Source: an optimization exercise on an open RTL-to-GDS flow (aim: small area, a short achievable clock period and few clock cycles per item). Production flows keep margins and buffers that such runs may drop.
Function was checked by simulation only, so behaviour that the tests miss may differ from the original.

<file path="flow/design.v">
module gorilla_enc (
    input  wire        clk,
    input  wire        rst,
    input  wire        in_valid,
    output wire        in_ready,
    input  wire [63:0] in_data,
    input  wire        in_first,
    input  wire        in_last,
    input  wire [1:0]  in_wc,
    output wire        out_valid,
    input  wire        out_ready,
    output wire [63:0] out_data,
    output wire        out_last,
    output wire [3:0]  out_nbytes
);
    function automatic [63:0] rev64(input [63:0] v);
        integer j;
        begin
            for (j = 0; j < 64; j = j + 1)
                rev64[j] = v[63-j];
        end
    endfunction
    function automatic [2:0] lzc8(input [7:0] v);
        begin
            lzc8[2] = ~|v[7:4];
            lzc8[1] = lzc8[2] ? ~|v[3:2] : ~|v[7:6];
            lzc8[0] = lzc8[2] ? (lzc8[1] ? ~v[1] : ~v[3]) : (lzc8[1] ? ~v[5] : ~v[7]);
        end
    endfunction
    function automatic [5:0] lzc_bytes(input [7:0] nzb, input [23:0] cb);
        reg [3:0] v2;  reg [15:0] c2;    
        reg [1:0] v3;  reg [9:0]  c3;    
        integer j;
        begin
            for (j = 0; j < 4; j = j + 1) begin
                v2[j] = nzb[2*j] | nzb[2*j+1];
                c2[4*j +: 4] = nzb[2*j] ? {1'b0, cb[6*j +: 3]} : {1'b1, cb[6*j+3 +: 3]};
            end
            for (j = 0; j < 2; j = j + 1) begin
                v3[j] = v2[2*j] | v2[2*j+1];
                c3[5*j +: 5] = v2[2*j] ? {1'b0, c2[8*j +: 4]} : {1'b1, c2[8*j+4 +: 4]};
            end
            lzc_bytes = v3[0] ? {1'b0, c3[4:0]} : {1'b1, c3[9:5]};
        end
    endfunction
    reg  [1:0]  wc_in;       
    reg  [63:0] prev;        
    reg         s1_v;
    reg         s1_first;
    reg         s1_last;
    reg  [1:0]  s1_wc;
    reg  [63:0] s1_x;        
    reg         s1_nz;
    reg  [5:0]  s1_lz;       
    reg  [5:0]  s1_tz;       
    reg         s1_lg;       
    wire [1:0] cur_wc = in_first ? in_wc : wc_in;
    wire m16 = cur_wc != 2'd0;           
    wire m32 = cur_wc[1];                
    wire m64 = cur_wc == 2'd3;           
    wire [63:0] mask = {{32{m64}}, {16{m32}}, {8{m16}}, 8'hFF};
    wire [63:0] xu   = in_data ^ prev;   
    wire [63:0] x    = xu & mask;
    wire [63:0] cur  = in_data & mask;
    wire [7:0]  nzb_m;
    wire [7:0]  nzb_t;                   
    wire [23:0] cb_l;
    wire [23:0] cb_t;
    wire [7:0]  bmask = {m64, m64, m64, m64, m32, m32, m16, 1'b1};
    wire [63:0] xur = rev64(xu);
    genvar gb;
    generate
        for (gb = 0; gb < 8; gb = gb + 1) begin : g_byte
            assign nzb_m[gb]        = (|xu[63-8*gb -: 8]) & bmask[7-gb];
            assign cb_l[3*gb +: 3]  = lzc8(xu[63-8*gb -: 8]);
            assign nzb_t[gb]        = |xur[63-8*gb -: 8];
            assign cb_t[3*gb +: 3]  = lzc8(xur[63-8*gb -: 8]);
        end
    endgenerate
    wire [5:0] x_lz = lzc_bytes(nzb_m, cb_l);
    wire [5:0] x_tz = lzc_bytes(nzb_t, cb_t);    
    wire       x_nz = |nzb_m;
    wire [14:0] low_any;     
    wire [14:0] span_t;
    genvar gs;
    generate
        for (gs = 0; gs < 15; gs = gs + 1) begin : g_span
            assign low_any[gs] = |xu[gs:0];
            assign span_t[gs]  = xu[63-gs] & low_any[14-gs];
        end
    endgenerate
    wire x_lg = m64 && (|span_t);
    reg        w_v;          
    reg  [5:0] w_lz;         
    reg  [5:0] w_tz;         
    reg  [6:0] w_db;         
    reg        w_big;        
    reg        hdr_done;     
    reg  [63:0] q0, q1, q2;  
    reg  [2:0]  ql;          
    reg  [3:0]  qn0, qn1, qn2;  
    reg  [1:0]  c;           
    reg  [5:0]  off;         
    reg  [5:0]  r_wo;        
    reg  [5:0]  r_wo2;       
    reg  [5:0]  r_no;        
    reg         rdy;         
    wire room  = !c[1] || (c == 2'd2 && off == 6'd0);
    wire can   = s1_v && room;
    wire reuse_c = s1_nz && w_v && (w_lz <= s1_lz) && (w_tz <= s1_tz);
    wire newwin  = !hdr_done && s1_nz && !reuse_c;
    wire [6:0] db_new = 7'd64 - {1'b0, s1_lz} - {1'b0, s1_tz};
    wire [4:0] h_new  = 5'd9 + {2'd0, s1_wc, 1'b0};
    wire       is_long  = !s1_first && !hdr_done && s1_nz && (s1_lg || w_big);
    wire       done     = can && !is_long;      
    wire       wr       = can && !s1_first && !rst;  
    wire       seal     = done && s1_last;
    reg  [15:0] hdr;
    always @* begin
        if (hdr_done || !s1_nz)
            hdr = 16'd0;
        else if (reuse_c)
            hdr = 16'h8000;
        else
            case (s1_wc)
                2'd0:    hdr = {2'b11, s1_lz[2:0], db_new[3:0], 7'd0};
                2'd1:    hdr = {2'b11, s1_lz[3:0], db_new[4:0], 5'd0};
                2'd2:    hdr = {2'b11, s1_lz[4:0], db_new[5:0], 3'd0};
                default: hdr = {2'b11, s1_lz[5:0], db_new[6:0], 1'b0};
            endcase
    end
    wire [6:0] off7  = {1'b0, off};
    wire [6:0] e_rep = off7 + 7'd1;
    wire [6:0] e_reu = off7 + 7'd2 + w_db;
    wire [6:0] e_new = off7 + {2'd0, h_new} + db_new;
    wire [6:0] e_hd  = off7 + w_db;
    wire [6:0] e_lgr = off7 + 7'd2;
    wire [6:0] e_lgn = off7 + {2'd0, h_new};
    reg  [6:0] endp;
    always @* begin
        if (s1_first)      endp = off7;
        else if (hdr_done) endp = e_hd;
        else if (!s1_nz)   endp = e_rep;
        else if (is_long)  endp = reuse_c ? e_lgr : e_lgn;
        else if (reuse_c)  endp = e_reu;
        else               endp = e_new;
    end
    wire [5:0]  a_new = s1_lz + r_no;
    wire [5:0]  rot_a = hdr_done ? r_wo : reuse_c ? r_wo2 : a_new;
    wire [63:0] xr    = rev64(s1_x);
    wire [63:0] hrev  = rev64({hdr, 48'd0});
    wire [15:0] hs    = hrev[15:0];
    wire [64*7-1:0] yr;
    wire [64*7-1:0] hr;
    assign yr[63:0] = xr;
    assign hr[63:0] = {48'd0, hs};
    generate
        for (gb = 0; gb < 6; gb = gb + 1) begin : g_rot
            wire [63:0] yi = yr[64*gb +: 64];
            wire [63:0] hi = hr[64*gb +: 64];
            assign yr[64*(gb+1) +: 64] = rot_a[gb] ? {yi[(1<<gb)-1:0], yi[63:(1<<gb)]} : yi;
            assign hr[64*(gb+1) +: 64] = off[gb] ? {hi[63-(1<<gb):0], hi[63:64-(1<<gb)]} : hi;
        end
    endgenerate
    wire [63:0] ywr = is_long ? 64'd0 : yr[64*6 +: 64];
    wire [63:0] v   = ywr | hr[64*6 +: 64];
    wire [63:0] at_or_after;
    genvar gk;
    generate
        for (gk = 0; gk < 64; gk = gk + 1) begin : g_th
            assign at_or_after[gk] = (gk >= off);
        end
    endgenerate
    wire [63:0] v_a = v & at_or_after;
    wire [63:0] v_b = v & ~at_or_after;
    wire       wrap = endp[6];                    
    wire [3:0] nb_end = {1'b0, endp[5:3]} + {3'd0, |endp[2:0]};
    wire [3:0] nb_last = (wrap && endp[5:0] == 6'd0) ? 4'd8 : nb_end;
    wire       fin_in_next = wrap && (endp[5:0] != 6'd0);
    assign out_data   = rev64(q0);
    assign out_valid  = (c != 2'd0);
    assign out_last   = ql[0];
    assign out_nbytes = ql[0] ? qn0 : 4'd8;
    wire take = out_valid && out_ready;
    assign in_ready = rdy;
    wire take_in = in_valid && rdy;
    wire [1:0] ncomp = !done ? {1'b0, wrap && wr} :
                       s1_last ? (fin_in_next ? 2'd2 : 2'd1) :
                       {1'b0, wrap};
    wire [1:0] c_sh  = c - {1'b0, take};
    wire [3:0] sa    = wr ? (4'b0001 << c_sh) : 4'd0;           
    wire [3:0] sb    = wr ? (4'b0010 << c_sh) : 4'd0;           
    wire [3:0] sf    = seal ? ((fin_in_next ? 4'b0010 : 4'b0001) << c_sh) : 4'd0;
    wire [1:0] c_nx   = c_sh + ncomp;
    wire [5:0] off_nx = !can ? off : seal ? 6'd0 : endp[5:0];
    wire       s1_v_nx     = take_in ? 1'b1 : done ? 1'b0 : s1_v;
    wire       s1_first_nx = take_in ? in_first : s1_first;
    wire       s1_nz_nx    = take_in ? x_nz : s1_nz;
    wire       s1_lg_nx    = take_in ? x_lg : s1_lg;
    wire       hd_nx       = can ? is_long : hdr_done;
    wire       w_big_nx    = !can ? w_big : s1_first ? 1'b0 :
                             newwin ? (db_new >= 7'd63) : w_big;
    wire       room_nx     = !c_nx[1] || (c_nx == 2'd2 && off_nx == 6'd0);
    wire       long_nx     = !s1_first_nx && !hd_nx && s1_nz_nx && (s1_lg_nx || w_big_nx);
    wire       rdy_nx      = !s1_v_nx || (room_nx && !long_nx);
    wire [5:0] w_lz_nx = (can && newwin) ? s1_lz : w_lz;
    always @(posedge clk) begin
        if (take_in) begin
            prev     <= cur;
            wc_in    <= cur_wc;
            s1_first <= in_first;
            s1_last  <= in_last;
            s1_wc    <= cur_wc;
            s1_x     <= x;
            s1_nz    <= x_nz;
            s1_lz    <= x_lz;
            s1_tz    <= x_tz;
            s1_lg    <= x_lg;
        end
        q0 <= (rst ? 64'd0 : take ? q1 : q0) | (v_a & {64{sa[0]}}) | (v_b & {64{sb[0]}});
        q1 <= (rst ? 64'd0 : take ? q2 : q1) | (v_a & {64{sa[1]}}) | (v_b & {64{sb[1]}});
        q2 <= (rst || take ? 64'd0 : q2)     | (v_a & {64{sa[2]}}) | (v_b & {64{sb[2]}});
        if (sf[0]) qn0 <= nb_last; else if (take) qn0 <= qn1;
        if (sf[1]) qn1 <= nb_last; else if (take) qn1 <= qn2;
        if (sf[2]) qn2 <= nb_last;
        r_wo  <= w_lz_nx - off_nx;
        r_wo2 <= w_lz_nx - off_nx - 6'd2;
        r_no  <= 6'd0 - off_nx - {1'b0, 5'd9 + {2'd0, wc_in, 1'b0}};
        if (rst) begin
            s1_v     <= 1'b0;
            rdy      <= 1'b1;
            ql       <= 3'd0;
            c        <= 2'd0;
            off      <= 6'd0;
            w_v      <= 1'b0;
            w_big    <= 1'b0;
            hdr_done <= 1'b0;
        end else begin
            s1_v  <= s1_v_nx;
            rdy   <= rdy_nx;
            ql    <= ((take ? {1'b0, ql[2:1]} : ql) | sf[2:0]);
            c     <= c_nx;
            off   <= off_nx;
            w_big <= w_big_nx;
            hdr_done <= hd_nx;
            if (can) begin
                if (s1_first)
                    w_v <= 1'b0;
                else if (newwin) begin
                    w_v  <= 1'b1;
                    w_lz <= s1_lz;
                    w_tz <= s1_tz;
                    w_db <= db_new;
                end
            end
        end
    end
endmodule
</file>
<file path="flow/run.sh">
#!/bin/bash
# synth_recipe.tcl (not shown) runs the flow's synth.tcl, then flattens the netlist and writes it again
# the make line also repeats each setting of config.mk as NAME=value (left out here)
make -C /OpenROAD-flow-scripts/flow DESIGN_CONFIG=/design/flow/config.mk WORK_HOME=/design/flow/orfs CLKGATE_MAP_FILE= SYNTH_SCRIPT=/design/flow/synth_recipe.tcl finish
</file>
<file path="flow/config.mk">
export PLATFORM = sky130hd
export DESIGN_NAME = gorilla_enc
export DESIGN_NICKNAME = gorilla_enc
export VERILOG_FILES = /design/flow/design.v
export SDC_FILE = /design/flow/constraint.sdc
export NUM_CORES = 4
export LEC_CHECK = 0
export CAP_MARGIN = 20
export CORE_MARGIN = 2
export CORE_UTILIZATION = 25
export SLEW_MARGIN = 20
</file>
<file path="flow/constraint.sdc">
create_clock -name core_clock -period 18.0 [get_ports {clk}]
set_input_delay 3.6000 -clock core_clock [delete_from_list [all_inputs] [get_ports {clk}]]
set_output_delay 3.6000 -clock core_clock [all_outputs]
set_load 0.01 [all_outputs]
</file>
==> results of run 1 <==
## state kept, by name, indices dropped and copies added (netlist names), 3 cells and up
signal and cells:
s1_lz 6, qn1 4, w_tz 6, q2 64, q1 64, prev 64
r_wo 5, qn0 4, off 6, r_no 6, w_db 7, s1_x 64
s1_tz 6, ql 3, qn2 4, r_wo2 6, w_lz 6, q0 64
## cell usage after synthesis, types with 21 or more instances
| cell | instances | share of area [%] |
|---|---|---|
| mux2i_1 | 287 | 9.5 |
| inv_1 | 79 | 0.98 |
| edfxtp_1 | 174 | 17 |
| ha_1 | 66 | 2.7 |
| a32oi_1 | 21 | 0.61 |
| and3_1 | 53 | 1.1 |
| nand2_1 | 473 | 5.9 |
| a21oi_1 | 279 | 4.6 |
| nor2b_1 | 47 | 0.98 |
| nand2b_1 | 23 | 0.48 |
| nor3_1 | 52 | 0.86 |
| nand3_1 | 115 | 1.9 |
| a21o_1 | 45 | 1.1 |
| xor2_1 | 45 | 1.3 |
| and2_1 | 40 | 0.83 |
| clkbuf_1 | 171 | 2.1 |
| dfxtp_1 | 228 | 15 |
| a22o_1 | 35 | 1.0 |
| o211ai_1 | 51 | 1.3 |
| buf_1 | 27 | 0.34 |
| o21ai_0 | 231 | 3.8 |
| xnor2_1 | 77 | 2.2 |
| a211oi_1 | 38 | 0.95 |
| nor2_1 | 315 | 3.9 |
| a31oi_1 | 50 | 1.0 |
| a22oi_1 | 51 | 1.3 |
| buf_2 | 43 | 0.71 |
| o22ai_1 | 81 | 1.7 |
| mux2_2 | 60 | 2.2 |
| mux4_2 | 26 | 1.9 |
## kinds of logic (layout without fill, tap and decap cells)
| group | count (synthesis) | count (layout) | share of synthesized area (%) |
|---|---|---|---|
| AOI/OAI and AO/OA | 1133 | 1133 | 24.8 |
| xor gates and xnor gates | 123 | 123 | 3.62 |
| adders and majority gates | 77 | 77 | 3.37 |
| buffers and inverters | 340 | 374 | 4.69 |
| DFF | 402 | 402 | 32.5 |
| muxes | 375 | 375 | 13.8 |
| other | 0 | 1 | 0 |
| and+or+nand+nor | 1173 | 1173 | 17.2 |
## critical path, delay by kind of cell
| kind | cells | cell delay, ns |
|---|---|---|
| AO/OA/AOI/OAI | 6 | 1.77 |
| buffers and inverters | 4 | 1.28 |
| AND/OR/NAND/NOR | 4 | 0.85 |
## through the flow
step / std cells / cell area [um^2] / hold slack (ns)
5_1_grt: 5269 / 34600 / 0.474
2_1_floorplan: 3623 / 30100 / 0.425
3_3_place_gp: 5184 / 33100 / 0.432
4_1_cts: 5267 / 34600 / 0.446
6_report: 5270 / 34600 / 0.445
3_5_place_dp: 5184 / 33100 / 0.432
## how the worst max path moves through the flow
stage,from,endpoint,slack (ns)
2_1_floorplan,in_valid,rdy$_SDFF_PP1_,10.74
3_5_place_dp,in_wc[1],rdy$_SDFF_PP1_,10.31
4_1_cts,in_wc[1],rdy$_SDFF_PP1_,10.91
6_report,in_first,rdy$_SDFF_PP1_,10.88
3_3_place_gp,in_wc[1],rdy$_SDFF_PP1_,10.29
5_1_grt,in_first,rdy$_SDFF_PP1_,10.61
## layer usage
| metal | part of all wire, % | routed length (um) | up-vias | GRT usage [%] |
|---|---|---|---|---|
| met3 | 10 | 11600 | 215 | 3.52 |
| met1 | 44 | 50600 | 14100 | 25.8 |
| li1 | - | - | 13400 | - |
| met4 | 3.3 | 3830 | 0 | 5.42 |
| met5 | 0 | 0 | - | 0 |
| met2 | 43 | 50100 | 1553 | 27.4 |
## cell type report
cell class	count	share of cell area [%]
clock buffers	65	3.83
flip-flops and latches	402	28.3
repair buffers	208	5.56
clock inverters	18	0.603
inverters	83	0.929
diodes	1	0.00723
multi-input cells	2881	55.0
well taps	1612	5.82
==> metrics.md, run 1 <==
| Metric | Value |
|---|---|
| Syn Area/Cell | 8.32 um^2 |
| Gpl congestion | 0.973 |
| Sequential cell area | 9790 um^2 |
| Hold path cells | 0 |
| FF+latch count, synth | 402 |
| R2r setup slk | 11.71 ns |
| Die height | 351 um |
| Most frequent cells in the layout | 470 x nand2_1, 312 x nor2_1, 286 x mux2i_1 |
| First-pass GRT wire length | 173 mm |
| TritonCTS buffer count | 45 |
| Clock Latency Late Sink | 0.61 ns |
| Initial antenna violation count | 1 |
| Mapped cell area | 30100 um^2 |
| Post-synth EDFFs | 174 |
| Tightest Pin Transition | 1.20 ns |
| Period Utilization, post-route | 39.6% |
| Status | timing/DRC/antenna clean |
| # H-tree levels | 2 |
| Post-synthesis sequential area ratio | 32.5% |
| Synth async-reset ratio | 0% |
| Hold WC Path Type | register to register |
| Post-DP HPWL | 83.8 mm |
| Hold Buf Count CTS | 0 |
| Setup WS post-layout | 10.88 ns |
| Total track usage | 18.1% |
| Count of cell types in the netlist | 92 |
| Number of top-level pins | 143 |
| Wire per inst | 22.1 um |
| Grt ovf | 0 |
| Final min period | 7.12 ns |
| Buffer depth of the longest clock path | 3 |
| ANT nets after route | 0 |
| Dpl ws | 10.31 ns |
| Setup repair bufs after CTS | 0 |
| Multi-input logic area | 19000 um^2 |
| CTS tree | yes |
| Post-layout util | 28.9% |
| Fin. Hold Viols | 0 |
| End of the worst hold path | w_tz[5]$_DFFE_PP_ |
| Starting DRT DRC Count | 3886 |
| P&R area growth vs syn | 14.9% |
| Number of remaining DRC errors | 0 |
| Crit. End Element | register |
| Root buffer cell | clkbuf_16 |
| Post_cts resized | 0 |
| Clk_skew | 0.0355 ns |
| RSZ-0062 raised after global routing | no |
| Total wire length | 116 mm |
| Filler cells | 12900 |
| Core area | 120000 um^2 |
| Cells after synthesis | 3623 |
| Std-Cell Rows | 127 |
| Critical R2R Launch | s1_lz[5]$_DFFE_PP_ |
| CP cell instances | clkdlybuf4s50_1 -> nand2_1 -> o21a_1 -> buf_4 -> inv_1 -> buf_4 -> nand2_1 -> a41oi_1 -> a21oi_1 -> a2bb2oi_1 -> o2111a_1 -> nor4b_1 -> nand3_1 -> o211ai_1 |
| Critical path launch point type | primary input |
| Ys flop type | dfxtp_1 |
| Slew Limit Fails | 0 |
| Initial core utilization | 25.2% |
| Relative slew margins | 19.7% |
| Worst-path clk slew | 0.06 ns |
| Crit path largest cell delay | 0.64 ns |
| DIE AREA | 123000 um^2 |
| WS Path Type | primary input to register |
| Via Count | 29300 |
| Required @ worst endpoint | 18.45 ns |
| Reg2reg end | q2[50]$_DFF_P_ |
| Post-synthesis net count | 3769 |
| Count of final setup violators | 0 |
| Max Cap Viol | 0 |
| Worst reg2reg path depth | 15 |
| Crit path max fanout | 47 |
| Die span in x | 351 um |
| Commonest non-fill, non-tap cell in the layout | nand2_1 |
| Crit-path slowest cell | a41oi_1 |
| Sink Count | 402 |
| Hold path startpoint | s1_tz[5]$_DFFE_PP_ |
| Via density | 5.57 |
| F_max | 0.140 GHz |
| Ys Warns | 1 |
| Port Buffers | 142 |
| Ratio of cells with drive above 1 in the final layout | 7.82% |
| Largest net degree at the start of global routing | 82 |
| Layout Nets | 3767 |
| Setup TNS | 0 ns |
| Drt first pass iters | 6 |
| Data arrival time of the worst path | 7.57 ns |
| Vias in the first global route | 26700 |
Testbench counts, summed over its fixed seeds: cycles 18,478, items 18,380.
==> run 2, diff against run 1 <==
--- a/flow/design.v
+++ b/flow/design.v
@@ -59,8 +59,5 @@
     wire m32 = cur_wc[1];                
     wire m64 = cur_wc == 2'd3;           
-    wire [63:0] mask = {{32{m64}}, {16{m32}}, {8{m16}}, 8'hFF};
     wire [63:0] xu   = in_data ^ prev;   
-    wire [63:0] x    = xu & mask;
-    wire [63:0] cur  = in_data & mask;
     wire [7:0]  nzb_m;
     wire [7:0]  nzb_t;                   
@@ -81,14 +78,5 @@
     wire [5:0] x_tz = lzc_bytes(nzb_t, cb_t);    
     wire       x_nz = |nzb_m;
-    wire [14:0] low_any;     
-    wire [14:0] span_t;
-    genvar gs;
-    generate
-        for (gs = 0; gs < 15; gs = gs + 1) begin : g_span
-            assign low_any[gs] = |xu[gs:0];
-            assign span_t[gs]  = xu[63-gs] & low_any[14-gs];
-        end
-    endgenerate
-    wire x_lg = m64 && (|span_t);
+    wire x_lg = m64 && (|xu[63:49]) && (|xu[14:0]);
     reg        w_v;          
     reg  [5:0] w_lz;         
@@ -148,5 +136,6 @@
     wire [5:0]  a_new = s1_lz + r_no;
     wire [5:0]  rot_a = hdr_done ? r_wo : reuse_c ? r_wo2 : a_new;
-    wire [63:0] xr    = rev64(s1_x);
+    wire [63:0] s1_mask = {{32{s1_wc == 2'd3}}, {16{s1_wc[1]}}, {8{s1_wc != 2'd0}}, 8'hFF};
+    wire [63:0] xr    = rev64(s1_x & s1_mask);
     wire [63:0] hrev  = rev64({hdr, 48'd0});
     wire [15:0] hs    = hrev[15:0];
@@ -188,13 +177,18 @@
                        s1_last ? (fin_in_next ? 2'd2 : 2'd1) :
                        {1'b0, wrap};
+    wire [3:0] ch    = 4'b0001 << c;
+    wire [2:0] sa0   = wr ? ch[2:0] : 3'd0;                      
+    wire [2:0] sa1   = wr ? ch[3:1] : 3'd0;
+    wire [2:0] sb0   = wr ? {ch[1:0], 1'b0} : 3'd0;              
+    wire [2:0] sb1   = wr ? ch[2:0] : 3'd0;
+    wire [2:0] sa    = take ? sa1 : sa0;
+    wire [2:0] sb    = take ? sb1 : sb0;
+    wire [3:0] fsl   = fin_in_next ? {ch[2:0], 1'b0} : ch;       
+    wire [2:0] sf    = !seal ? 3'd0 : take ? fsl[3:1] : fsl[2:0];
     wire [1:0] c_sh  = c - {1'b0, take};
-    wire [3:0] sa    = wr ? (4'b0001 << c_sh) : 4'd0;           
-    wire [3:0] sb    = wr ? (4'b0010 << c_sh) : 4'd0;           
-    wire [3:0] sf    = seal ? ((fin_in_next ? 4'b0010 : 4'b0001) << c_sh) : 4'd0;
     wire [1:0] c_nx   = c_sh + ncomp;
     wire [5:0] off_nx = !can ? off : seal ? 6'd0 : endp[5:0];
     wire       s1_v_nx     = take_in ? 1'b1 : done ? 1'b0 : s1_v;
     wire       s1_first_nx = take_in ? in_first : s1_first;
-    wire       s1_nz_nx    = take_in ? x_nz : s1_nz;
     wire       s1_lg_nx    = take_in ? x_lg : s1_lg;
     wire       hd_nx       = can ? is_long : hdr_done;
@@ -202,15 +196,15 @@
                              newwin ? (db_new >= 7'd63) : w_big;
     wire       room_nx     = !c_nx[1] || (c_nx == 2'd2 && off_nx == 6'd0);
-    wire       long_nx     = !s1_first_nx && !hd_nx && s1_nz_nx && (s1_lg_nx || w_big_nx);
+    wire       long_nx     = !s1_first_nx && !hd_nx && (s1_lg_nx || w_big_nx);
     wire       rdy_nx      = !s1_v_nx || (room_nx && !long_nx);
     wire [5:0] w_lz_nx = (can && newwin) ? s1_lz : w_lz;
     always @(posedge clk) begin
         if (take_in) begin
-            prev     <= cur;
+            prev     <= in_data;
             wc_in    <= cur_wc;
             s1_first <= in_first;
             s1_last  <= in_last;
             s1_wc    <= cur_wc;
-            s1_x     <= x;
+            s1_x     <= xu;
             s1_nz    <= x_nz;
             s1_lz    <= x_lz;
==> flow/flow/run.sh (new file) <==
#!/bin/bash
# Standard layout, with timing repair aimed below the design's period
# (repair_timing keeps a setup margin) and plain buffers on the ports.
set -e
export SETUP_SLACK_MARGIN=12
export BUFFER_PORTS_ARGS="-buffer_cell sky130_fd_sc_hd__buf_2"
bash standard.sh > standard.log 2>&1
==> flow/standard.sh (new file) <==
#!/bin/bash
# synth_recipe.tcl (not shown) runs the flow's synth.tcl, then flattens the netlist and writes it again
# the make line also repeats each setting of config.mk as NAME=value (left out here)
make -C /OpenROAD-flow-scripts/flow DESIGN_CONFIG=/design/flow/config.mk WORK_HOME=/design/flow/orfs CLKGATE_MAP_FILE= SYNTH_SCRIPT=/design/flow/synth_recipe.tcl "${@:-finish}"
removed: flow/run.sh
==> run 2 against run 1 <==
Against the previous run:
- still clean
- clock-buffer cell count down 9
- cell area is 4.4% lower
- first-iteration DRC count up 10%
- setup slack better by 1.2 ns
- register-to-register slack better by 0.42 ns
==> metrics.md, run 2 <==
| Metric | Value |
|---|---|
| Status | timing/DRC/antenna clean (unchanged) |
| Post-synthesis compound-gate area fraction | 28.1% (was 24.8%) |
| Yosys top cell area share | 18.0% (was 17.3%) |
| Cells after synthesis | 3491 (was 3623) |
| Clk_skew | 0.0183 ns (was 0.0355 ns) |
| Die height | 345 um (was 351 um) |
| Wire per inst | 24.4 um (was 22.1 um) |
| CP most frequent cell | buf_4 |
| Fin. Hold Viols | 0 (unchanged) |
| Count of cell types in the netlist | 100 (was 92) |
| Crit-path slowest cell | buf_4 (was a41oi_1) |
| Period Utilization, post-route | 32.9% (was 39.6%) |
| Final std cells w/o fill | 5070 (was 5270) |
| Post-synthesis net count | 3639 (was 3769) |
| Ratio of cells with drive above 1 in the final layout | 13.3% (was 7.82%) |
| Relative slew margins | 15.9% (was 19.7%) |
| Synth async-reset ratio | 0% (unchanged) |
| Total track usage | 19.8% (was 18.1%) |
| Setup TNS | 0 ns (unchanged) |
| DIE AREA | 119000 um^2 (was 123000 um^2) |
| Synth Area in XOR/XNOR | 3.13% (was 3.62%) |
| Commonest non-fill, non-tap cell in the layout | nand2_1 (unchanged) |
| Most frequent cells in the layout | 448 x nand2_1, 293 x nor2_1, 254 x o21ai_0 (was 470 x nand2_1, 312 x nor2_1, 286 x mux2i_1) |
| Via density | 5.79 (was 5.57) |
| Post-synthesis sequential area ratio | 33.6% (was 32.5%) |
| First-pass GRT wire length | 183 mm (was 173 mm) |
| Gpl congestion | 1.01 (was 0.973) |
| Filler cells | 12500 (was 12900) |
| Crit path max fanout | 85 (was 47) |
| Drt first pass iters | 7 (was 6) |
| Core area | 116000 um^2 (was 120000 um^2) |
| Root buffer cell | clkbuf_16 (unchanged) |
| GR Layer Usage met2 | 29.5% (was 27.4%) |
| Total wire length | 124 mm (was 116 mm) |
| Most frequent cells after synthesis | 450 x nand2_1, 296 x nor2_1, 263 x o21ai_0, 229 x a21oi_1, 227 x dfxtp_1 (was 473 x nand2_1, 315 x nor2_1, 287 x mux2i_1, 279 x a21oi_1, 231 x o21ai_0) |
| Layout Nets | 3659 (was 3767) |
| Grt ovf | 0 (unchanged) |
| Synth Area in Simple Gates | 16.4% (was 17.2%) |
| Crit path largest cell delay | 0.58 ns (was 0.64 ns) |
| Post-synth EDFFs | 175 (was 174) |
| Slew Limit Fails | 0 (unchanged) |
| Multiplexer area fraction after synthesis | 10.3% (was 13.8%) |
| Count leader, synth | nand2_1 (unchanged) |
| Critical path launch point type | primary input (unchanged) |
| Data arrival time of the worst path | 6.45 ns (was 7.57 ns) |
| GRT busiest layer | met2 (unchanged) |
| ANT nets after route | 0 (unchanged) |
| Tightest Pin Transition | 1.25 ns (was 1.20 ns) |
| Largest net degree at the start of global routing | 86 (was 82) |
| Adder-Cell Fraction of Synth Area | 3.47% (was 3.37%) |
| Via Count | 29300 (about the same) |
| Clock Latency Late Sink | 0.60 ns (was 0.61 ns) |
| Buffer depth of the longest clock path | 3 (unchanged) |
| Syn Area/Cell | 8.35 um^2 (was 8.32 um^2) |
| Port Buffers | 142 (unchanged) |
| TritonCTS buffer count | 44 (was 45) |
| FF+latch count, synth | 402 (unchanged) |
| Die span in x | 345 um (was 351 um) |
| Post-DP HPWL | 90.8 mm (was 83.8 mm) |
| Main combinational cell family by area after synthesis | compound AO/OA/AOI/OAI gates (unchanged) |
| Count of final setup violators | 0 (unchanged) |
| Vias in the first global route | 27000 (was 26700) |
| CTS tree | yes (unchanged) |
| Number of top-level pins | 143 (unchanged) |
| Area contributors post-synth | edfxtp_1 18%, dfxtp_1 16%, mux2i_1 6.7% (was edfxtp_1 17%, dfxtp_1 15%, mux2i_1 9.5%) |
| Synth area leader | edfxtp_1 (unchanged) |
| Starting DRT DRC Count | 4281 (was 3886) |
| Crit. End Element | register (unchanged) |
| Initial core utilization | 25.1% (was 25.2%) |
| Sink Count | 402 (unchanged) |
| Ant diodes | 0 (was 1) |
| F_max | 0.169 GHz (was 0.140 GHz) |
| Initial antenna violation count | 2 (was 1) |
| Met1 usage | 27.8% (was 25.8%) |
| WS Path Type | primary input to register (unchanged) |
| P&R area growth vs syn | 13.6% (was 14.9%) |
| Number of remaining DRC errors | 0 (unchanged) |
| Ys flop type | dfxtp_1 (unchanged) |
| Final min period | 5.93 ns (was 7.12 ns) |
| Hold WC Path Type | register to register (unchanged) |
| Mapped cell area | 29100 um^2 (was 30100 um^2) |
| # H-tree levels | 2 (unchanged) |
| Worst-path clk slew | 0.06 ns (about the same) |
| Std-Cell Rows | 125 (was 127) |
| Met3 Usage GRT | 4.11% (was 3.52%) |
| Ys Warns | 1 (unchanged) |
| Required @ worst endpoint | 18.52 ns (was 18.45 ns) |
| RSZ-0062 raised after global routing | no (unchanged) |
| Inst Count DP | 4971 (was 5184) |
| Max Cap Viol | 0 (unchanged) |
| CP cell instances | buf_2 -> nand2_1 -> buf_4 -> inv_12 -> buf_6 -> nor2_4 -> buf_4 -> a22oi_1 -> o21ai_0 (was clkdlybuf4s50_1 -> nand2_1 -> o21a_1 -> buf_4 -> inv_1 -> buf_4 -> nand2_1 -> a41oi_1 -> a21oi_1 -> a2bb2oi_1 -> o2111a_1 -> nor4b_1 -> nand3_1 -> o211ai_1) |
-- run 2: layout make-up --
type / count / area, um^2 / area share, %
Clock buffer: 56 / 1210 / 3.65
Clock inverter: 25 / 235 / 0.711
Inverter: 94 / 373 / 1.13
Multi-Input combinational cell: 2735 / 18200 / 54.9
Sequential cell: 402 / 9800 / 29.6
Tap cell: 1524 / 1910 / 5.76
Timing Repair Buffer: 234 / 1420 / 4.29
-- run 2: layer usage --
| metal | vias up | wire length, um |
|---|---|---|
| li1 | 13200 | - |
| met1 | 14100 | 53400 |
| met2 | 1731 | 52300 |
| met3 | 268 | 13000 |
| met4 | 2 | 5050 |
| met5 | - | 12 |
-- run 2: path summary, 6_finish.rpt --
| check | cells past startpoint | endpoint | start | slack, ns |
|---|---|---|---|---|
| setup reg to reg | 16 | q0[50]$_DFF_P_ | s1_lz[4]$_DFFE_PP_ | 12.13 |
| hold / removal | 0 | w_tz[4]$_DFFE_PP_ | s1_tz[4]$_DFFE_PP_ | 0.44 |
| setup / recovery | 9 | q2[2]$_DFF_P_ | out_ready | 12.07 |
| hold reg to reg | 0 | w_tz[4]$_DFFE_PP_ | s1_tz[4]$_DFFE_PP_ | 0.44 |
-- run 2: cells by family (layout without fill, tap and decap cells) --
| group | after synthesis | in the layout |
|---|---|---|
| adder cells (fa/ha/maj) | 76 | 76 |
| buffers and inverters | 355 | 409 |
| XOR/XNOR | 104 | 104 |
| flip-flops | 402 | 402 |
| multiplexers | 265 | 265 |
| AO/OA/AOI/OAI | 1215 | 1215 |
| AND/OR/NAND/NOR | 1074 | 1075 |
-- run 2: worst max-delay path: cells and delay by family --
family | cells | cell delay, ns
AO/OA/AOI/OAI | 2 | 0.25
buffers and inverters | 5 | 1.91
AND/OR/NAND/NOR | 2 | 0.53
-- run 2: repair_timing --
action,CTS,global route
setup buffers,0,17
endpoints found under the setup margin,76,126
hold endpoints to repair,0,0
pin swaps,1,3
resized for setup,8,28
gates cloned,1,0
hold buffers,0,0
-- run 2: through the flow --
step	util, %	hold slack [ns]	area [um^2]	setup slack [ns]
2_1_floorplan	-	0.415	29200	11.73
3_3_place_gp	27.1	0.433	31400	11.10
3_5_place_dp	27.1	0.435	31400	11.06
4_1_cts	28.4	0.446	32900	11.95
5_1_grt	28.6	0.463	33100	12.00
6_report	28.6	0.445	33100	12.07
Testbench counts of run 2, summed over its fixed seeds: cycles 18,496, items 18,380.
==> run 3, diff against run 2 <==
==> flow/run.sh (new file) <==
#!/bin/bash
# synth_recipe.tcl (not shown) runs the flow's synth.tcl, then flattens the netlist and writes it again
# the make line also repeats each setting of config.mk as NAME=value (left out here)
make -C /OpenROAD-flow-scripts/flow DESIGN_CONFIG=/design/flow/config.mk WORK_HOME=/design/flow/orfs CLKGATE_MAP_FILE= SYNTH_SCRIPT=/design/flow/synth_recipe.tcl finish
removed: flow/flow/run.sh
removed: flow/standard.sh
==> run 3 against run 2 <==
Against the previous run:
- register-to-register slack worse by 0.84 ns
- highest routed layer is now met4
- sequential cell count stayed put
- via count is 0.52% lower
- worst hold slack worse by 0.0085 ns
- still clean on timing, DRC and antenna
- clock-buffer cell count stayed put
- critical endpoint is now q1[49]$_DFF_P_
- routed wire length is 0.46% higher
- global-route usage is 0.085 points higher
==> metrics.md, run 3 <==
| Metric | Value |
|---|---|
| Sink Count | 402 (unchanged) |
| Hold Buf Count CTS | 0 (unchanged) |
| Relative slew margins | 17.3% (was 15.9%) |
| Data arrival time of the worst path | 7.15 ns (was 6.45 ns) |
| Period Utilization, post-route | 37.3% (was 32.9%) |
| Largest net degree at the start of global routing | 82 (was 86) |
| Required @ worst endpoint | 18.44 ns (was 18.52 ns) |
| Core area | 116000 um^2 (unchanged) |
| Hold path cells | 2 (was 0) |
| Starting DRT DRC Count | 3710 (was 4281) |
| CTS tree | yes (unchanged) |
| Number of remaining DRC errors | 0 (unchanged) |
| Hold WC Path Type | register to register (unchanged) |
| Setup TNS | 0 ns (unchanged) |
| GR Layer Usage met2 | 30.4% (was 29.5%) |
| Post-synthesis net count | 3639 (unchanged) |
| Syn Area/Cell | 8.35 um^2 (unchanged) |
| TritonCTS buffer count | 43 (was 44) |
| Synth async-reset ratio | 0% (unchanged) |
| Met3 Usage GRT | 3.26% (was 4.11%) |
| Synth area leader | edfxtp_1 (unchanged) |
| F_max | 0.149 GHz (was 0.169 GHz) |
| RSZ-0062 raised after global routing | no (unchanged) |
| Crit path max fanout | 44 (was 85) |
| Count leader, synth | nand2_1 (unchanged) |
| Total wire length | 124 mm (about the same) |
| DIE AREA | 119000 um^2 (unchanged) |
| Mapped cell area | 29100 um^2 (unchanged) |
| Most frequent cells after synthesis | 450 x nand2_1, 296 x nor2_1, 263 x o21ai_0, 229 x a21oi_1, 227 x dfxtp_1 (unchanged) |
| Post-synthesis sequential area ratio | 33.6% (unchanged) |
| Die span in x | 345 um (unchanged) |
| Slew Limit Fails | 0 (unchanged) |
| Vias in the first global route | 26800 (was 27000) |
| Via Count | 29200 (was 29300) |
| Gpl congestion | 1.00 (was 1.01) |
| Post-layout util | 29.1% (was 28.6%) |
| Number of top-level pins | 143 (unchanged) |
| FF+latch count, synth | 402 (unchanged) |
| Commonest non-fill, non-tap cell in the layout | nand2_1 (unchanged) |
| Most frequent cells in the layout | 449 x nand2_1, 294 x nor2_1, 260 x o21ai_0 (was 448 x nand2_1, 293 x nor2_1, 254 x o21ai_0) |
| Area contributors post-synth | edfxtp_1 18%, dfxtp_1 16%, mux2i_1 6.7% (unchanged) |
| Buffer depth of the longest clock path | 3 (unchanged) |
| Ant diodes | 0 (unchanged) |
| Post_cts resized | 0 (was 8) |
| Met1 usage | 28.3% (was 27.8%) |
| Fin. Hold Viols | 0 (unchanged) |
| Wire per inst | 24.6 um (was 24.4 um) |
| Initial antenna violation count | 0 (was 2) |
| Grt ovf | 0 (unchanged) |
| Worst-path clk slew | 0.06 ns (about the same) |
| Clk_skew | 0.0259 ns (was 0.0183 ns) |
| Drt first pass iters | 9 (was 7) |
| Root buffer cell | clkbuf_16 (unchanged) |
| Ys flop type | dfxtp_1 (unchanged) |
| Post-synth EDFFs | 175 (unchanged) |
| Layout Nets | 3641 (was 3659) |
| First-pass GRT wire length | 183 mm (about the same) |
| Clock Latency Late Sink | 0.60 ns (about the same) |
| Port Buffers | 142 (unchanged) |
| Setup repair bufs after CTS | 0 (unchanged) |
| Yosys top cell area share | 18.0% (unchanged) |
| WS Path Type | register to register (was primary input to register) |
| Count of cell types in the netlist | 100 (unchanged) |
| Critical path launch point type | register (was primary input) |
| Ratio of cells with drive above 1 in the final layout | 8.39% (was 13.3%) |
| Count of final setup violators | 0 (unchanged) |
| ANT nets after route | 0 (unchanged) |
| Status | timing/DRC/antenna clean (unchanged) |
| Via density | 5.78 (was 5.79) |
| GRT busiest layer | met2 (unchanged) |
| Total track usage | 19.9% (was 19.8%) |
| P&R area growth vs syn | 15.6% (was 13.6%) |
| Post-DP HPWL | 91.0 mm (was 90.8 mm) |
| Cells after synthesis | 3491 (unchanged) |
| Max Cap Viol | 0 (unchanged) |
| # H-tree levels | 2 (unchanged) |
| Worst reg2reg path depth | 15 (was 16) |
| Ys Warns | 1 (unchanged) |
| Crit. End Element | register (unchanged) |
| Std-Cell Rows | 125 (unchanged) |
| Die height | 345 um (unchanged) |
| Initial core utilization | 25.1% (unchanged) |
| Final min period | 6.71 ns (was 5.93 ns) |
| Tightest Pin Transition | 1.24 ns (was 1.25 ns) |
[run 3: path summary, 6_finish.rpt]
path	from	endpoint	slack (ns)
max	s1_lz[3]$_DFFE_PP_	q1[49]$_DFF_P_	11.29
min	q2[15]$_DFF_P_	q2[15]$_DFF_P_	0.44
max reg2reg	s1_lz[3]$_DFFE_PP_	q1[49]$_DFF_P_	11.29
min reg2reg	q2[15]$_DFF_P_	q2[15]$_DFF_P_	0.44
[run 3: final cells by class]
cell class / count / area (um^2)
Fill cell: 12300 / 82200
Multi-Input combinational cell: 2734 / 18000
Sequential cell: 402 / 9800
Timing Repair Buffer: 218 / 1990
Tap cell: 1524 / 1910
Clock buffer: 56 / 1220
Inverter: 94 / 363
Clock inverter: 23 / 354
[run 3: kinds of logic (layout without fill, tap and decap cells)]
group | after synthesis | in the layout | synth area share [%]
mux | 265 | 265 | 10.3
flops | 402 | 402 | 33.6
xor+xnor | 104 | 104 | 3.13
fa+ha+maj | 76 | 76 | 3.47
buf+inv | 355 | 391 | 4.92
compound gates | 1215 | 1215 | 28.1
simple gates | 1074 | 1074 | 16.4
[run 3: critical path, cell delays in order (launching register included)]
cell and delay [ns]:
edfxtp_1 0.58, inv_1 0.15, ha_1 0.33, and4_1 0.18
o21a_1 0.15, o31ai_4 0.24, buf_4 0.40, nand4_2 0.47
nand2_2 0.99, mux2i_1 0.43, o21ai_2 0.44, mux2i_1 0.11
a2111oi_0 0.82, a31oi_1 0.13, a221oi_1 0.95, o22ai_1 0.14
[run 3: per-stage QoR]
stage               setup WS [ns]  cells  hold slack, ns  area [um^2]
floorplan                   10.65   3491           0.415        29100
global placement            10.82   4972           0.429        32100
detailed placement          10.78   4972           0.432        32100
CTS                         11.41   5051           0.440        33700
global route                11.15   5051           0.458        33700
finish                      11.29   5051           0.436        33700
[run 3: layer usage]
metal  wire length, um  part of all wire [%]
met3             10900                   8.8
met5                 0                     0
met4              4220                   3.4
met1             54800                    44
met2             54300                    44
==> run 4, diff against run 3 <==
--- a/flow/config.mk
+++ b/flow/config.mk
@@ -8,4 +8,6 @@
 export CAP_MARGIN = 20
 export CORE_MARGIN = 2
-export CORE_UTILIZATION = 25
+export CORE_UTILIZATION = 45
+export CTS_BUF_LIST = sky130_fd_sc_hd__clkbuf_8
+export PLACE_DENSITY = 0.75
 export SLEW_MARGIN = 20
==> run 4 against run 3 <==
Against the previous run:
- cell area decreased by 2.3%
- highest routed layer unchanged
- final cell count decreased by 12%
- sequential cell count unchanged
- synthesized cell count unchanged
- clock skew increased by 0.032 ns
- clock-buffer cell count increased by 28
- global-route usage increased by 14 points
==> metrics.md, run 4 <==
| Metric | Value |
|---|---|
| # H-tree levels | 3 (was 2) |
| Synth async-reset ratio | 0% (unchanged) |
| Gpl congestion | 1.05 (was 1.00) |
| Critical path launch point type | register (unchanged) |
| Tightest Pin Transition | 1.22 ns (was 1.24 ns) |
| Ratio of cells with drive above 1 in the final layout | 9.43% (was 8.39%) |
| Hold path startpoint | q2[57]$_DFF_P_ (was q2[15]$_DFF_P_) |
| TritonCTS buffer count | 73 (was 43) |
| Layout Nets | 3676 (was 3641) |
| Count of cell types in the netlist | 100 (unchanged) |
| Period Utilization, post-route | 36.1% (was 37.3%) |
| Grt ovf | 0 (unchanged) |
| Hold Buf Count CTS | 0 (unchanged) |
| FF+latch count, synth | 402 (unchanged) |
| F_max | 0.154 GHz (was 0.149 GHz) |
| Most frequent cells after synthesis | 450 x nand2_1, 296 x nor2_1, 263 x o21ai_0, 229 x a21oi_1, 227 x dfxtp_1 (unchanged) |
| Worst-path clk slew | 0.07 ns (was 0.06 ns) |
| Count of final setup violators | 0 (unchanged) |
| ANT nets after route | 0 (unchanged) |
| First-pass GRT wire length | 175 mm (was 183 mm) |
| Most frequent cells in the layout | 450 x nand2_1, 294 x nor2_1, 259 x o21ai_0 (was 449 x nand2_1, 294 x nor2_1, 260 x o21ai_0) |
| Final min period | 6.49 ns (was 6.71 ns) |
| Post-DP HPWL | 83.7 mm (was 91.0 mm) |
| Buffer depth of the longest clock path | 3 (unchanged) |
| Count leader, synth | nand2_1 (unchanged) |
| DIE AREA | 66800 um^2 (was 119000 um^2) |
| Status | timing/DRC/antenna clean (unchanged) |
| Syn Area/Cell | 8.35 um^2 (unchanged) |
| Critical R2R Launch | s1_lz[1]$_DFFE_PP_ (was s1_lz[3]$_DFFE_PP_) |
| Ys flop type | dfxtp_1 (unchanged) |
| Total track usage | 33.8% (was 19.9%) |
| Crit path max fanout | 41 (was 44) |
| Crit. Startpoint | s1_lz[1]$_DFFE_PP_ (was s1_lz[3]$_DFFE_PP_) |
| Clk_skew | 0.0584 ns (was 0.0259 ns) |
| Initial core utilization | 45.4% (was 25.1%) |
| Relative slew margins | 18.3% (was 17.3%) |
| Data arrival time of the worst path | 7.04 ns (was 7.15 ns) |
| Dpl ws | 11.13 ns (was 10.78 ns) |
| Post_cts resized | 0 (unchanged) |
| Via density | 6.71 (was 5.78) |
| Mapped cell area | 29100 um^2 (unchanged) |
| CTS tree | yes (unchanged) |
| Via Count | 29800 (was 29200) |
| RSZ-0062 raised after global routing | no (unchanged) |
| Synth area leader | edfxtp_1 (unchanged) |
| Yosys top cell area share | 18.0% (unchanged) |
| Largest net degree at the start of global routing | 85 (was 82) |
| Required @ worst endpoint | 18.55 ns (was 18.44 ns) |
| Root buffer cell | clkbuf_8 (was clkbuf_16) |
| Number of top-level pins | 143 (unchanged) |
| Post-synthesis net count | 3639 (unchanged) |
| Crit. End Element | register (unchanged) |
| Slew Limit Fails | 0 (unchanged) |
| WS Path Type | register to register (unchanged) |
| Total wire length | 116 mm (was 124 mm) |
| Max Cap Viol | 0 (unchanged) |
| Post-synthesis sequential area ratio | 33.6% (unchanged) |
| Hold WC Path Type | register to register (unchanged) |
| Dpl cell area | 31300 um^2 (was 32100 um^2) |
| Worst reg2reg path depth | 16 (was 15) |
| Clock Latency Late Sink | 0.72 ns (was 0.60 ns) |
| Vias in the first global route | 27900 (was 26800) |
| Drt first pass iters | 8 (was 9) |
| P&R area growth vs syn | 12.9% (was 15.6%) |
| Core area | 64200 um^2 (was 116000 um^2) |
| Sink Count | 402 (unchanged) |
| Cells after synthesis | 3491 (unchanged) |
| Hold WS | 0.449 ns (was 0.436 ns) |
| Design Area, Final | 32900 um^2 (was 33700 um^2) |
| Std-Cell Rows | 93 (was 125) |
| End of the worst hold path | q2[57]$_DFF_P_ (was q2[15]$_DFF_P_) |
| Ys Warns | 1 (unchanged) |
| Port Buffers | 142 (unchanged) |
| Commonest non-fill, non-tap cell in the layout | nand2_1 (unchanged) |
| Die height | 258 um (was 345 um) |
| Wire per inst | 26.0 um (was 24.6 um) |
| R2r setup slk | 11.51 ns (was 11.29 ns) |
| Hold path cells | 2 (unchanged) |
| Fin. Hold Viols | 0 (unchanged) |
| Number of remaining DRC errors | 0 (unchanged) |
| Starting DRT DRC Count | 4462 (was 3710) |
| Post-synth EDFFs | 175 (unchanged) |
| Die span in x | 258 um (was 345 um) |
| Setup repair bufs after CTS | 0 (unchanged) |
| Reg2reg end | q1[39]$_DFF_P_ (was q1[49]$_DFF_P_) |
| Setup TNS | 0 ns (unchanged) |
| Initial antenna violation count | 0 (unchanged) |
| Setup WS post-layout | 11.51 ns (was 11.29 ns) |
| Area contributors post-synth | edfxtp_1 18%, dfxtp_1 16%, mux2i_1 6.7% (unchanged) |
==> run 4: worst max path at each step <==
stage / to / slack, ns / cells after the start
detailed placement: q1[27]$_DFF_P_ / 11.13 / 9
floorplan: rdy$_SDFF_PP1_ / 10.65 / 6
global route: q1[39]$_DFF_P_ / 11.42 / 16
CTS: q0[29]$_DFF_P_ / 11.76 / 17
global placement: q1[27]$_DFF_P_ / 11.17 / 9
finish: q1[39]$_DFF_P_ / 11.51 / 16
==> run 4: logic make-up (layout without fill, tap and decap cells) <==
logic type,count (synthesis),in the layout,share of synthesized area (%)
multiplexers,265,265,10.3
buffers and inverters,355,450,4.92
other,0,1,0
AO/OA/AOI/OAI,1215,1215,28.1
AND/OR/NAND/NOR,1074,1074,16.4
flip-flops,402,402,33.6
XOR/XNOR,104,104,3.13
adder cells (fa/ha/maj),76,76,3.47
==> run 4: layout make-up <==
type | count | area (um^2)
Fill cell | 6059 | 31300
Multi-Input combinational cell | 2734 | 18000
Sequential cell | 402 | 9800
Timing Repair Buffer | 223 | 2030
Clock buffer | 84 | 1160
Tap cell | 855 | 1070
Clock inverter | 49 | 454
Inverter | 94 | 363
Antenna cell | 1 | 2.50
==> run 4: worst max-delay path, cell delays in order, from the launching register on <==
cell and delay [ns]:
edfxtp_1 0.59, inv_1 0.13, ha_1 0.34, nor2b_1 0.14, o21a_1 0.20, o31ai_4 0.23
buf_4 0.41, nand4_2 0.47, nand2_2 0.27, buf_4 0.49, mux2i_1 0.65, mux4_2 0.45
o22ai_1 0.11, a211oi_1 0.63, nor2_1 0.08, a211oi_1 0.89, o22ai_1 0.21
==> run 4: per-stage QoR <==
stage | utilization (%) | cells
floorplan | - | 3491
global placement | 48.7 | 4308
detailed placement | 48.7 | 4308
CTS | 51.2 | 4441
global route | 51.2 | 4441
finish | 51.2 | 4442
==> run 4: layer usage <==
layer  vias to the layer above  share of wire, %  GRT usage [%]
met4                         0               7.1           21.5
met5                         -                 0              0
met3                       466                10           6.92
li1                      13300                 -              -
met1                     14100                39           43.4
met2                      1997                44           51.8
==> run 5, diff against run 4 <==
--- a/flow/design.v
+++ b/flow/design.v
@@ -189,7 +189,7 @@
     wire [1:0] c_nx   = c_sh + ncomp;
     wire [5:0] off_nx = !can ? off : seal ? 6'd0 : endp[5:0];
-    wire       s1_v_nx     = take_in ? 1'b1 : done ? 1'b0 : s1_v;
-    wire       s1_first_nx = take_in ? in_first : s1_first;
-    wire       s1_lg_nx    = take_in ? x_lg : s1_lg;
+    wire       s1_v_nx     = rdy ? in_valid : (s1_v && !done);
+    wire       s1_first_nx = rdy ? in_first : s1_first;
+    wire       s1_lg_nx    = rdy ? x_lg : s1_lg;
     wire       hd_nx       = can ? is_long : hdr_done;
     wire       w_big_nx    = !can ? w_big : s1_first ? 1'b0 :
@@ -203,4 +203,6 @@
             prev     <= in_data;
             wc_in    <= cur_wc;
+        end
+        if (rdy) begin
             s1_first <= in_first;
             s1_last  <= in_last;
==> flow/flow/run.sh (new file) <==
#!/bin/bash
# Standard layout, with timing repair aimed below the design's period
# (repair_timing keeps a setup margin) and plain buffers on the ports.
set -e
export SETUP_SLACK_MARGIN=12.4
export BUFFER_PORTS_ARGS="-buffer_cell sky130_fd_sc_hd__buf_2"
bash standard.sh > standard.log 2>&1
==> flow/standard.sh (new file) <==
#!/bin/bash
# synth_recipe.tcl (not shown) runs the flow's synth.tcl, then flattens the netlist and writes it again
# the make line also repeats each setting of config.mk as NAME=value (left out here)
make -C /OpenROAD-flow-scripts/flow DESIGN_CONFIG=/design/flow/config.mk WORK_HOME=/design/flow/orfs CLKGATE_MAP_FILE= SYNTH_SCRIPT=/design/flow/synth_recipe.tcl "${@:-finish}"
--- a/flow/config.mk
+++ b/flow/config.mk
@@ -8,6 +8,4 @@
 export CAP_MARGIN = 20
 export CORE_MARGIN = 2
-export CORE_UTILIZATION = 45
-export CTS_BUF_LIST = sky130_fd_sc_hd__clkbuf_8
-export PLACE_DENSITY = 0.75
+export CORE_UTILIZATION = 25
 export SLEW_MARGIN = 20
removed: flow/run.sh
==> run 5 against run 4 <==
Against the previous run:
- clock-buffer cell count is 22 lower
- register-to-register slack better by 0.94 ns
- utilization is 22 points lower
- sequential share of layout area is 0.75 points higher
- cell area is 1.8% lower
- setup slack better by 0.87 ns
- worst hold slack worse by 0.0040 ns
- global-route usage is 15 points lower
- via count is 10% lower
- critical path type is now primary input to register
- critical endpoint is now q0[21]$_DFF_P_
- highest routed layer is now met5
==> metrics.md, run 5 <==
| Metric | Value |
|---|---|
| RSZ-0062 raised after global routing | yes (was no) |
| Largest net degree at the start of global routing | 67 (was 85) |
| Wire per inst | 23.6 um (was 26.0 um) |
| Initial core utilization | 25.1% (was 45.4%) |
| Most frequent cells in the layout | 428 x nand2_1, 269 x mux2i_1, 234 x a21oi_1 (was 450 x nand2_1, 294 x nor2_1, 259 x o21ai_0) |
| Ys Warns | 1 (unchanged) |
| Post-synth EDFFs | 177 (was 175) |
| Crit-path slowest cell | nor3_2 (was a211oi_1) |
| Status | timing/DRC/antenna clean (unchanged) |
| Required @ worst endpoint | 18.55 ns (about the same) |
| # H-tree levels | 2 (was 3) |
| Layout Nets | 3435 (was 3676) |
| Dpl ws | 10.92 ns (was 11.13 ns) |
| Starting DRT DRC Count | 3510 (was 4462) |
| Die height | 340 um (was 258 um) |
| Count of final setup violators | 0 (unchanged) |
| WS Path Type | primary input to register (was register to register) |
| Area contributors post-synth | edfxtp_1 19%, dfxtp_1 16%, mux2i_1 9.6% (was edfxtp_1 18%, dfxtp_1 16%, mux2i_1 6.7%) |
| Data arrival time of the worst path | 6.17 ns (was 7.04 ns) |
| Syn Area/Cell | 8.66 um^2 (was 8.35 um^2) |
| Synth Area in XOR/XNOR | 3.33% (was 3.13%) |
| Root buffer cell | clkbuf_16 (was clkbuf_8) |
| Number of remaining DRC errors | 0 (unchanged) |
| Most frequent cells after synthesis | 431 x nand2_1, 271 x mux2i_1, 241 x nor2_1, 240 x a21oi_1, 227 x dfxtp_1 (was 450 x nand2_1, 296 x nor2_1, 263 x o21ai_0, 229 x a21oi_1, 227 x dfxtp_1) |
| CP cell instances | buf_4 -> nor2_2 -> nand3_2 -> buf_6 -> nor3_2 -> a22oi_1 -> a21oi_1 -> a221o_1 (was inv_1 -> ha_1 -> nor2b_1 -> o21a_1 -> o31ai_4 -> buf_4 -> nand4_2 -> nand2_2 -> buf_4 -> mux2i_1 -> mux4_2 -> o22ai_1 -> a211oi_1 -> nor2_1 -> a211oi_1 -> o22ai_1) |
| Post-synthesis net count | 3395 (was 3639) |
| Synth async-reset ratio | 0% (unchanged) |
| Mapped cell area | 28100 um^2 (was 29100 um^2) |
| Std-Cell Rows | 123 (was 93) |
| DIE AREA | 115000 um^2 (was 66800 um^2) |
| TritonCTS buffer count | 45 (was 73) |
| F_max | 0.178 GHz (was 0.154 GHz) |
| Count leader, synth | nand2_1 (unchanged) |
| Via density | 5.54 (was 6.71) |
| Total wire length | 114 mm (was 116 mm) |
| Post-DP HPWL | 82.9 mm (was 83.7 mm) |
| Cells after synthesis | 3248 (was 3491) |
| Post-synthesis compound-gate area fraction | 25.2% (was 28.1%) |
| Slew Limit Fails | 0 (unchanged) |
| Port Buffers | 142 (unchanged) |
| Hold WC Path Type | register to register (unchanged) |
| Ant diodes | 0 (was 1) |
| Period Utilization, post-route | 31.2% (was 36.1%) |
| Ratio of cells with drive above 1 in the final layout | 15.1% (was 9.43%) |
| Setup TNS | 0 ns (unchanged) |
| Synth area leader | edfxtp_1 (unchanged) |
| Hold WS | 0.445 ns (was 0.449 ns) |
| Worst-path clk slew | 0.06 ns (was 0.07 ns) |
| Crit. End Element | register (unchanged) |
| Drt first pass iters | 9 (was 8) |
| Final min period | 5.62 ns (was 6.49 ns) |
| Setup WS post-layout | 12.38 ns (was 11.51 ns) |
| Ys flop type | dfxtp_1 (unchanged) |
| Core area | 112000 um^2 (was 64200 um^2) |
| P&R area growth vs syn | 14.8% (was 12.9%) |
| Synth Area in Simple Gates | 14.6% (was 16.4%) |
| Tightest Pin Transition | 1.04 ns (was 1.22 ns) |
| Multiplexer area fraction after synthesis | 13.3% (was 10.3%) |
| Fin. Hold Viols | 0 (unchanged) |
| Main combinational cell family by area after synthesis | compound AO/OA/AOI/OAI gates (unchanged) |
| Buffer depth of the longest clock path | 3 (unchanged) |
| Max Cap Viol | 0 (unchanged) |
| Clk_skew | 0.0314 ns (was 0.0584 ns) |
| Critical path launch point type | primary input (was register) |
| Total track usage | 18.8% (was 33.8%) |
| First-pass GRT wire length | 167 mm (was 175 mm) |
| Initial antenna violation count | 7 (was 0) |
| Gpl congestion | 0.979 (was 1.05) |
| Number of top-level pins | 143 (unchanged) |
| Vias in the first global route | 24400 (was 27900) |
| Via Count | 26700 (was 29800) |
| Crit path max fanout | 66 (was 41) |
| CTS tree | yes (unchanged) |
| Post-synthesis sequential area ratio | 35.0% (was 33.6%) |
| Adder-Cell Fraction of Synth Area | 3.55% (was 3.47%) |
| Commonest non-fill, non-tap cell in the layout | nand2_1 (unchanged) |
| Crit path largest cell delay | 0.61 ns (was 0.89 ns) |
| Grt ovf | 0 (unchanged) |
| Count of cell types in the netlist | 104 (was 100) |
| Yosys top cell area share | 18.9% (was 18.0%) |
| FF+latch count, synth | 404 (was 402) |
| Clock Latency Late Sink | 0.60 ns (was 0.72 ns) |
| Sink Count | 404 (was 402) |
| ANT nets after route | 0 (unchanged) |
| Die span in x | 340 um (was 258 um) |
| Relative slew margins | 28.5% (was 18.3%) |
run 5: changes by cell type in the layout (fill, tap and decap cells not counted), sizes merged, moves of 21 or more:
cell | previous run | this run
and3 | 40 | 15
clkdlybuf4s50 | 141 | 0
nand3 | 75 | 54
o211ai | 49 | 28
o21ai | 273 | 220
a211oi | 47 | 22
clkbuf | 84 | 62
and2 | 51 | 23
buf | 82 | 213
nor2 | 300 | 244
mux2i | 195 | 271
run 5: stage by stage:
stage / util [%] / instance area, um^2 / instances
global route: 28.8 / 32300 / 4821
floorplan: - / 28200 / 3248
global placement: 27.0 / 30300 / 4725
CTS: 28.6 / 32000 / 4813
finish: 28.8 / 32300 / 4821
detailed placement: 27.0 / 30300 / 4725
run 5: metal layers:
| metal | GRT usage [%] | up-vias | wire length, um | share of wire [%] |
|---|---|---|---|---|
| met3 | 3.79 | 200 | 11200 | 9.8 |
| met5 | 0 | - | 13 | 0.011 |
| li1 | - | 12200 | - | - |
| met2 | 28.5 | 1465 | 49000 | 43 |
| met4 | 5.26 | 2 | 3510 | 3.1 |
| met1 | 26.8 | 12900 | 50000 | 44 |
run 5: layout make-up:
class	instances	area, um^2
fill	12000	79700
multi-input combinational	2515	17300
sequential	404	9870
tap	1500	1880
timing repair buffer	213	1290
clock buffer	62	1280
inverter	108	418
clock inverter	18	265
timing repair inverter	1	5.00
run 5: worst max-delay path: cells and delay by family:
kind | cells | cell delay [ns]
compound gates | 3 | 0.73
buf+inv | 2 | 0.52
simple gates | 3 | 1.20
run 5: final timing paths:
check                           cells after the start  slack, ns          startpoint              to
worst min register to register                      2       0.45      q2[62]$_DFF_P_  q2[62]$_DFF_P_
worst max register to register                     15      12.45  s1_lz[5]$_DFFE_PP_  q0[47]$_DFF_P_
worst max-delay path                                8      12.38                 rst  q0[21]$_DFF_P_
worst min-delay path                                2       0.45      q2[62]$_DFF_P_  q2[62]$_DFF_P_
run 5: timing repair:
item	in CTS	in global routing
hold buffers	0	0
endpoints found under the setup margin	119	128
gates resized for setup	33	49
gates cloned	2	0
pin swaps	4	8
buffers inserted	6	8
endpoints found under the hold margin	0	0
run 5: logic make-up after synthesis:
family / count (synthesis)
adder cells (fa/ha/maj): 75
XOR/XNOR: 107
AND/OR/NAND/NOR: 933
buffers and inverters: 330
AO/OA/AOI/OAI: 1050
flip-flops: 404
multiplexers: 349
Testbench counts of run 5, summed over its fixed seeds: cycles 18,496, items 18,380.
==> run 6, diff against run 5 <==
==> flow/flow/run.sh (replaced) <==
#!/bin/bash
# Standard layout, with timing repair aimed below the design's period
# (repair_timing keeps a setup margin) and plain buffers on the ports.
set -e
export SETUP_SLACK_MARGIN=13
export BUFFER_PORTS_ARGS="-buffer_cell sky130_fd_sc_hd__buf_2"
bash standard.sh > standard.log 2>&1
==> run 6 against run 5 <==
Against the previous run:
- still clean on timing, DRC and antenna
- non-clock buffer count rose by 67
- via count rose by 1.9%
- global-route usage rose by 0.20 points
- cell area rose by 6.2%
- synthesized cell count did not move
- sequential cell count did not move
- setup slack improved by 0.44 ns
- utilization rose by 1.8 points
- sequential share of layout area fell by 1.8 points
- routed wire length rose by 2.3%
- critical endpoint is now rdy$_SDFF_PP1_
==> metrics.md, run 6 <==
| Metric | Value |
|---|---|
| Status | timing/DRC/antenna clean (unchanged) |
| Worst-path clk slew | 0.07 ns (was 0.06 ns) |
| Ratio of cells with drive above 1 in the final layout | 21.9% (was 15.1%) |
| Cells after synthesis | 3248 (unchanged) |
| Initial core utilization | 25.1% (unchanged) |
| Crit path largest cell delay | 0.37 ns (was 0.61 ns) |
| Hold Buf Count CTS | 0 (unchanged) |
| Fin. Hold Viols | 0 (unchanged) |
| Commonest non-fill, non-tap cell in the layout | nand2_1 (unchanged) |
| Post-synth EDFFs | 177 (unchanged) |
| Most frequent cells in the layout | 417 x nand2_1, 256 x mux2i_1, 223 x a21oi_1 (was 428 x nand2_1, 269 x mux2i_1, 234 x a21oi_1) |
| Crit path max fanout | 6 (was 66) |
| Final std cells w/o fill | 4891 (was 4821) |
| P&R area growth vs syn | 22.0% (was 14.8%) |
| Setup TNS | 0 ns (unchanged) |
| CP top delay family | simple AND/OR/NAND/NOR gates (unchanged) |
| Most frequent cells after synthesis | 431 x nand2_1, 271 x mux2i_1, 241 x nor2_1, 240 x a21oi_1, 227 x dfxtp_1 (unchanged) |
| F_max | 0.193 GHz (was 0.178 GHz) |
| Layout Nets | 3503 (was 3435) |
| Crit. End Element | register (unchanged) |
| Initial antenna violation count | 4 (was 7) |
| Worst reg2reg path depth | 24 (was 15) |
| FF+latch count, synth | 404 (unchanged) |
| Slew Limit Fails | 0 (unchanged) |
| Critical R2R Launch | s1_lz[1]$_DFFE_PP_ (was s1_lz[5]$_DFFE_PP_) |
| End of the worst hold path | q2[62]$_DFF_P_ (unchanged) |
| Mapped cell area | 28100 um^2 (unchanged) |
| Total track usage | 19.0% (was 18.8%) |
| DIE AREA | 115000 um^2 (unchanged) |
| Clk_skew | 0.0274 ns (was 0.0314 ns) |
| Buffer depth of the longest clock path | 3 (unchanged) |
| Sink Count | 404 (unchanged) |
| Port Buffers | 142 (unchanged) |
==> run 6: cell counts after synthesis <==
Identical to the previous run, type by type.
==> run 6: cells by family after synthesis <==
group                      after synthesis  synth area share (%)
buffers and inverters                  330                  4.97
AOI/OAI and AO/OA                     1050                  25.2
muxes                                  349                  13.3
DFF                                    404                  35.0
xor gates and xnor gates               107                  3.33
and+or+nand+nor                        933                  14.6
adders and majority gates               75                  3.55
==> run 6: worst max-delay path by stage <==
stage	endpoint	from
after floorplan	s1_lz[3]$_DFFE_PP_	in_data[44]
after global placement	ql[2]$_SDFF_PP0_	out_ready
after detailed placement	q2[2]$_DFF_P_	out_ready
after CTS	rdy$_SDFF_PP1_	in_data[61]
after global routing	rdy$_SDFF_PP1_	s1_lz[1]$_DFFE_PP_
final	rdy$_SDFF_PP1_	in_data[62]
==> run 6: layout make-up <==
type | instances | area, um^2
fillers | 11800 | 77700
multi-input cells | 2517 | 18600
flip-flops and latches | 404 | 9870
repair buffers | 280 | 2030
well taps | 1500 | 1880
clock buffers | 54 | 1180
inverters | 108 | 439
clock inverters | 25 | 263
repair inverters | 1 | 16.3
diodes | 2 | 5.00
==> run 6: metal layers <==
layer | track usage [%] | vias to the layer above
met5 | 0 | -
met4 | 6.38 | 2
met3 | 3.94 | 270
met2 | 28.9 | 1519
met1 | 26.6 | 13100
li1 | - | 12300
==> run 6: tightest hold or removal path, cell delays in order, from the launching register on <==
cell and delay (ns):
dfxtp_1 0.31, nand2_1 0.05, nand2_1 0.04
==> run 6: timing repair <==
item / CTS / global route
pin swaps: 28 / 58
endpoints found under the hold margin: 0 / 0
gates resized for setup: 152 / 162
setup buffers: 25 / 50
cloned: 3 / 5
setup endpoints to repair: 240 / 179
==> run 6: through the flow <==
| stage | setup WS, ns | hold WS (ns) | cell area (um^2) |
|---|---|---|---|
| after global placement | 11.30 | 0.437 | 30600 |
| after CTS | 12.83 | 0.449 | 33100 |
| final | 12.81 | 0.450 | 34300 |
| after floorplan | 12.66 | 0.415 | 28500 |
| after global routing | 12.53 | 0.471 | 34300 |
| after detailed placement | 11.28 | 0.439 | 30600 |

==> static timing again, ports no longer ideal <==
The results above use ideal ports. As a check the final layouts listed here were re-extracted and re-timed, cells and wires unchanged.
Step 1 sets driving cells, clkbuf_16 on the clock port and buf_2 on the other inputs (assumed; they add their load-dependent delay and slew).
Step 2 adds t to the input delays and takes it off the output delays; t is the mean of the earliest and latest rising clock arrival at the registers after step 1. Input paths then give back, and output paths get back, about the clock's delay inside the block.
Slacks: ideal / step 1 / step 2; pairs: ideal / step 1.
run	t (ns)	setup WS [ns]	hold slack, ns	cell pins on the clock port's net
run 1	0.653	10.879 / 10.867 / 10.213	0.445 / 0.445 / 0.445	1
run 2	0.651	12.071 / 12.083 / 11.432	0.445 / 0.445 / 0.445	1
run 3	0.659	11.288 / 11.288 / 10.656	0.436 / 0.436 / 0.436	1
run 4	0.749	11.510 / 11.510 / 10.916	0.449 / 0.449 / 0.449	1
run 5	0.649	12.377 / 12.407 / 11.759	0.445 / 0.445 / 0.445	1
run 6	0.652	12.812 / 12.817 / 12.192	0.450 / 0.450 / 0.450	1
After both steps every run listed still meets setup and hold. The setup slack of run 1, which loses most, moves by -0.012 ns with the drivers and by -0.666 ns with both steps.
